Context: an optimization exercise on an open-source flow, tuned for small area, a short achievable clock period and few clock cycles per item. The choices shown serve that exercise and are no tape-out recipe. Only simulation tests tie the RTL to the original design; equivalence was not proved. Power and IR drop assume default switching activity.

==> run.sh <==
#!/bin/bash
# synth_recipe.tcl (not shown) runs the flow's synth.tcl, then flattens the netlist and writes it again
# the make line also repeats each setting of config.mk as NAME=value (left out here)
make -C /OpenROAD-flow-scripts/flow DESIGN_CONFIG=/design/flow/config.mk WORK_HOME=/design/flow/orfs CLKGATE_MAP_FILE= SYNTH_SCRIPT=/design/flow/synth_recipe.tcl finish
==> design.v <==
module smolbit_capture (
    input  wire        clk,
    input  wire        rst,
    input  wire        start,
    output wire        ready,
    input  wire [17:0] start_pc,
    input  wire [17:0] frame_end,
    output reg         done,
    output reg         fault,
    output wire [17:0] body_end,
    output wire [17:0] next_pc,
    output wire        mem_req,
    output wire [12:0] mem_addr,
    input  wire        mem_rvalid,
    input  wire [31:0] mem_rdata
);
    localparam [1:0] M_INSN = 2'd0, M_DPMH = 2'd1, M_DPML = 2'd2;
    reg        busy;
    reg [1:0]  mode;
    reg [17:0] pc;
    reg [17:0] rem;          
    reg [14:0] dm1;          
    reg [7:0]  nhi;          
    reg [31:0] w0, w1;       
    reg        v0, v1;
    reg        out;          
    reg        oslot;        
    reg        ostale;       
    assign ready    = ~busy;
    assign next_pc  = pc;
    assign body_end = pc - 18'd3;
    wire [12:0] pw = pc[17:5];
    wire [4:0]  po = pc[4:0];
    wire [38:0] win = {w0, w1[31:25]} << po;
    wire [7:0]  b   = win[38:31];
    reg [19:0] len;
    reg [3:0]  need;
    reg        opener, closer;
    reg [1:0]  nmode;
    always @(*) begin
        len = 20'd3; need = 4'd3; opener = 1'b0; closer = 1'b0; nmode = M_INSN;
        case (mode)
        M_DPMH: begin len = 20'd8; need = 4'd8; nmode = M_DPML; end
        M_DPML: begin len = {1'b0, nhi, b, 3'b000} + 20'd8; need = 4'd8; end
        default:
            case (b[7:5])
            3'd0: ;
            3'd1: len = 20'd10;
            3'd2: len = 20'd6;
            3'd3: begin
                need = 4'd6;
                if (b[4:2] == 3'd5) begin
                    need = 4'd8;
                    len = 20'd20 + {15'd0, b[1:0], 3'b000};
                end else len = 20'd14;
            end
            3'd4: begin need = 4'd5; len = (b[4:3] == 2'd3) ? 20'd13 : 20'd9; end
            3'd5: begin
                need = 4'd6;
                case (b[4:2])
                3'd0, 3'd6: begin len = 20'd16; opener = 1'b1; end
                3'd1, 3'd2: begin len = 20'd10; opener = 1'b1; end
                3'd3, 3'd4: len = 20'd10;
                3'd5: begin need = 4'd7; len = b[1] ? 20'd15 : 20'd19; opener = 1'b1; end
                default: begin len = 20'd6; nmode = M_DPMH; end
                endcase
            end
            3'd6: closer = 1'b1;
            default: begin need = 4'd5; len = b[4] ? 20'd9 : 20'd5; end
            endcase
        endcase
    end
    wire [5:0]  need_end = {1'b0, po} + {2'b00, need};
    wire        dv    = busy && v0 && (v1 || need_end <= 6'd32);
    wire [20:0] rdiff = {3'b000, rem} - {1'b0, len};
    wire        flt   = rdiff[20];
    wire        fin   = closer && dm1 == 15'd0;
    wire [19:0] osum  = {15'd0, po} + len;
    wire [14:0] adv   = osum[19:5];           
    wire        adv0  = adv == 15'd0;
    wire        adv1  = adv == 15'd1;
    wire        arr   = mem_rvalid && out && !ostale;
    wire        pend0 = out && !ostale && !oslot && !mem_rvalid;
    wire        pend1 = out && !ostale &&  oslot && !mem_rvalid;
    wire        want0 = !v0 && !(arr && !oslot) && !pend0;
    wire        want1 = !v1 && !(arr &&  oslot) && !pend1;
    wire        rslot = !want0;
    assign mem_req  = busy && (want0 || want1) && (!out || mem_rvalid);
    assign mem_addr = rslot ? pw + 13'd1 : pw;
    always @(posedge clk) begin
        done <= 1'b0;
        if (rst) begin
            busy <= 1'b0;
            out  <= 1'b0;
            v0   <= 1'b0;
            v1   <= 1'b0;
        end else if (!busy) begin
            if (mem_rvalid) out <= 1'b0;
            if (start) begin
                busy   <= 1'b1;
                mode   <= M_INSN;
                pc     <= start_pc;
                rem    <= frame_end - start_pc;
                dm1    <= 15'd0;
                v0     <= 1'b0;
                v1     <= 1'b0;
                ostale <= 1'b1;
            end
        end else begin
            if (!dv || adv0) begin
                if (arr && !oslot) begin w0 <= mem_rdata; v0 <= 1'b1; end
                if (arr &&  oslot) begin w1 <= mem_rdata; v1 <= 1'b1; end
            end else if (adv1) begin
                if (arr && oslot) w0 <= mem_rdata; else w0 <= w1;
                v0 <= v1 || (arr && oslot);
                v1 <= 1'b0;
            end else begin
                v0 <= 1'b0;
                v1 <= 1'b0;
            end
            if (mem_req) begin
                out    <= 1'b1;
                oslot  <= rslot && (!dv || adv0);
                ostale <= dv && !adv0 && !(adv1 && rslot);
            end else if (mem_rvalid) begin
                out    <= 1'b0;
            end else if (dv && !adv0) begin
                oslot  <= 1'b0;
                ostale <= ostale || !(adv1 && oslot);
            end
            if (dv) begin
                pc   <= {pw + adv[12:0], osum[4:0]};
                rem  <= rdiff[17:0];
                mode <= nmode;
                nhi  <= b;
                if (opener) dm1 <= dm1 + 15'd1;
                if (closer) dm1 <= dm1 - 15'd1;
                if (flt || fin) begin
                    busy  <= 1'b0;
                    done  <= 1'b1;
                    fault <= flt;
                end
            end
        end
    end
endmodule
==> constraint.sdc <==
create_clock -name core_clock -period 7.0 [get_ports {clk}]
set_input_delay 1.4000 -clock core_clock [delete_from_list [all_inputs] [get_ports {clk}]]
set_output_delay 1.4000 -clock core_clock [all_outputs]
set_load 0.01 [all_outputs]
==> config.mk <==
export PLATFORM = sky130hd
export DESIGN_NAME = smolbit_capture
export DESIGN_NICKNAME = smolbit_capture
export VERILOG_FILES = /design/flow/design.v
export SDC_FILE = /design/flow/constraint.sdc
export NUM_CORES = 4
export LEC_CHECK = 0
export CAP_MARGIN = 20
export CORE_MARGIN = 2
export CORE_UTILIZATION = 40
export SLEW_MARGIN = 20
==> run summary <==
flip-flops by register name, summed over array words and instances (netlist names):
register,count
busy,1
dm1,15
done,1
fault,1
mode,2
nhi,8
oslot,1
ostale,1
out,1
pc,18
rem,18
v0,1
v1,1
w0,32
w1,32
routing by layer:
layer | global-route usage, % | part of all wire, % | wire, microns
met1 | 26.9 | 44 | 14500
met2 | 34.7 | 49 | 16200
met3 | 3.15 | 4.9 | 1620
met4 | 5.19 | 2.2 | 720
met5 | 0 | 0 | 0
synth_stat cells (7+ instances only):
| library cell | n |
|---|---|
| a21boi_0 | 13 |
| a21o_1 | 12 |
| a21oi_1 | 62 |
| a22oi_1 | 13 |
| and2_1 | 7 |
| and3_1 | 11 |
| buf_1 | 7 |
| buf_2 | 10 |
| buf_6 | 11 |
| clkbuf_1 | 21 |
| edfxtp_1 | 128 |
| ha_1 | 75 |
| inv_1 | 85 |
| mux2_2 | 33 |
| mux2_4 | 32 |
| mux2i_1 | 21 |
| mux4_2 | 45 |
| nand2_1 | 81 |
| nand2b_1 | 18 |
| nand3_1 | 25 |
| nand4_1 | 12 |
| nor2_1 | 69 |
| nor2b_1 | 14 |
| nor3_1 | 34 |
| nor3b_1 | 7 |
| nor4_1 | 8 |
| o211ai_1 | 8 |
| o21a_1 | 10 |
| o21ai_0 | 63 |
| o22ai_1 | 19 |
| o31ai_1 | 9 |
| or2_2 | 9 |
| or3_1 | 11 |
| xnor2_1 | 62 |
| xor2_1 | 23 |
worst max path at each step:
stage                       end  slack, ns
2_1_floorplan   w0[0]$_DFFE_PP_        0.1
6_report       w0[18]$_DFFE_PP_       0.43
3_3_place_gp   pc[17]$_DFFE_PP_       0.34
4_1_cts        pc[17]$_DFFE_PP_       0.07
5_1_grt        pc[17]$_DFFE_PP_      -0.01
3_5_place_dp   pc[17]$_DFFE_PP_       0.17
layout make-up:
cell class              instances  share of cell area [%]
well taps                     390                    3.34
inverters                      90                    2.33
flip-flops and latches        133                    27.0
clock inverters                15                    1.07
clock buffers                  17                    2.91
multi-input cells             897                    51.2
repair buffers                187                    12.2
cell usage in the layout (no fill, tap or decap), drive strengths merged, types with 8 or more instances in the layout:
| cell type | netlist | layout |
|---|---|---|
| a21boi | 13 | 13 |
| a21o | 12 | 12 |
| a21oi | 63 | 63 |
| a22oi | 13 | 13 |
| and2 | 9 | 9 |
| and3 | 11 | 11 |
| buf | 35 | 61 |
| clkbuf | 22 | 19 |
| clkdlybuf4s50 | 0 | 124 |
| edfxtp | 128 | 128 |
| ha | 75 | 75 |
| inv | 89 | 99 |
| mux2 | 65 | 65 |
| mux2i | 21 | 21 |
| mux4 | 45 | 45 |
| nand2 | 81 | 81 |
| nand2b | 18 | 18 |
| nand3 | 26 | 26 |
| nand4 | 14 | 14 |
| nor2 | 70 | 70 |
| nor2b | 14 | 14 |
| nor3 | 36 | 36 |
| nor4 | 11 | 11 |
| o211ai | 8 | 8 |
| o21a | 10 | 10 |
| o21ai | 65 | 65 |
| o22ai | 19 | 19 |
| o31ai | 9 | 9 |
| or2 | 9 | 9 |
| or3 | 11 | 11 |
| xnor2 | 62 | 62 |
| xor2 | 23 | 23 |
metrics by stage:
step                      setup TNS, ns  worst slack, ns
after global placement                0            0.336
after CTS                             0           0.0749
after global routing            -0.0119          -0.0119
final                                 0            0.426
after detailed placement              0            0.167
after floorplan                       0           0.0964
cell families after synthesis:
family,Yosys count
AOI/OAI and AO/OA,257
xor gates and xnor gates,86
adders and majority gates,81
buffers and inverters,147
DFF,133
muxes,131
and+or+nand+nor,342
power by group:
part | switching (uW) | internal, uW
Combinational | 358 | 317
Clock | 401 | 504
Sequential | 22.1 | 911
Total | 781 | 1730
worst max-delay path: stages (launching register included):
cell and delay, ns:
edfxtp_1 0.43, buf_12 0.19, buf_4 0.18, mux4_2 0.35, o22ai_1 0.10, or4_1 0.60
clkinv_1 0.09, buf_4 0.19, a21oi_1 0.08, o22ai_1 0.13, nand2_1 0.06, o21ai_0 0.09
nand2_1 0.08, o211ai_1 0.09, o21ai_1 0.14, ha_1 0.37, nor2b_1 0.13, o21ai_0 0.08
nand2b_1 0.23, nand3_2 0.19, nor4_4 0.45, a311o_1 0.28, nand4_2 0.13, nor4b_4 0.58
a21oi_4 0.30, buf_4 0.36, mux2_4 0.36
repair_timing:
action	in CTS	in global routing
setup endpoints to repair	0	64
resized for setup	0	13
setup buffers	0	16
==> results.ini <==
[outcome]
status=complete, no violations

[power]
p_leak_uw=0.00559
power_density_nw_per_um2=172
power.total_uw=2510
ir_drop_mv=0.112

[detailed_routing]
vias=9837
wire_per_inst_microns=19.1
drt-pass1-iter-count=5
vias_per_cell=5.69
dr.first_iter.drc_count=655
drc_errors=0
drt-total-wl_mm=33.0
antenna_left=0

[logic_synthesis]
syn_nets=1330
synth_edf_count=128
synthXorXnorAreaFrac_pct=6.36
synth-simple-area-share_pct=15.3
synth.cell_area_sq_um=12100
synthFlopType=edfxtp_1
synthAdderAreaFrac_pct=8.77
synth_warnings=1
yosysSeqAreaShare_pct=32.7
synth_cells=1177
syn_area_per_cell_sq_um=10.3
muxShareOfSynthArea_pct=17.2
synth_top_area_share_pct=31.9
ys_ff_latch=133
yosysTopAreaCell=edfxtp_1
synth_compound_area_share_pct=13.9
yosysUniqueCellTypes=87
synthTopCellsByArea=edfxtp_1 32%, mux4_2 8.4%, ha_1 7.8%, xnor2_1 4.5%, mux2_4 4.0%
synth_top_family_by_area=multiplexers
ys_async_sr_fraction_pct=0

[critical_path]
cp.required_ns=7.17
reg2regPathDepth=26
r2r-start=pc[0]$_DFFE_PP_
startpoint=pc[0]$_DFFE_PP_
rr_endpoint=w0[18]$_DFFE_PP_
cp-start-kind=register
crit_fanout=25
arrival_ns=6.75
worstSetupEndpointType=register
rrSetupSlack_ns=0.43
timing_worst_setup_path_type=reg -> reg

[cells_and_area]
nFillCells=2788
final_util_pct=49.3
diodes=0
finish.instance_area_sq_um=14600
drive_gt1_share_pct=18.4
multi_input_area_sq_um=7480
fin_cells=1729
area_delta_synth_final_pct=21.2
seq_area_sq_um=3950
nets=1479

[placement]
place_area_sq_um=13800
dpl.hpwl_mm=24.5
portBuffers=124
place.detailed.instances=1678
gp_congestion=0.907

[floorplan]
fp.dieArea_sq_um=31600
rows=63
core_sq_um=29600
initial_core_util_pct=40.7
dieWidth_microns=178
die_y_microns=178
io_pins=125

[min_path]
whs_path_depth=2
hold_path_class=reg -> reg
worstHoldStart=out$_SDFF_PP0_
hold-path-endpoint=out$_SDFF_PP0_

[grt]
antenna_found_initial=1
grt_usage_pct=20.4
grt_pass1_vias=9258
grt_pass1_wl_mm=50.3
globalRoute.totalOverflow=0
grt_max_degree=64

[clocking]
clk_latency_ns=0.43
path_clk_slew_ns=0.07
cts_max_level=4
cts.path.max_buffers=2
cts_tree=built
hold_buffers=0
cts-root-buf=clkbuf_16
cts_buffers=17
clock-sinks=133

[sta]
hold_viol_final=0
maxSlewHeadroom_pct=48.2
post-route-min-period_ns=6.57
min_period_over_period_pct=93.9
clock_skew_ns=0.0112
drv_slew=0
worst_pin_slew_ns=0.776
setup_violations=0
timing.fmax_mhz=152
timing.hold.ws_ns=0.496

[run]
maxCapViolations=0

Testbench counts, summed over its fixed seeds: cycles 48,975, captures 480.

[what the ideal ports hide]
The flow's constraints put no driver on any port. The routed layout listed below was extracted and timed again, unchanged, in two steps. Step 1: set_driving_cell puts a clkbuf_16 on clk and a buf_2 on each other input, an assumption about the parent block. Step 2, shift: input delay + t, output delay - t, t = (earliest + latest rising clock arrival at the registers) / 2. This alone moves slack from input paths to output paths. Three values: ideal ports, drivers, drivers and shift; two values: the first two.
t (ns): 0.474
setup slack, ns: 0.426 / 0.426 / 0.426
worst register clock-pin slew, ns: 0.07 / 0.07
worst data-port slew with drivers (ns): 0.06
After both steps setup and hold are still met in this run. The setup slack of this run moves by 0.000 ns with the drivers and by 0.000 ns with both steps.
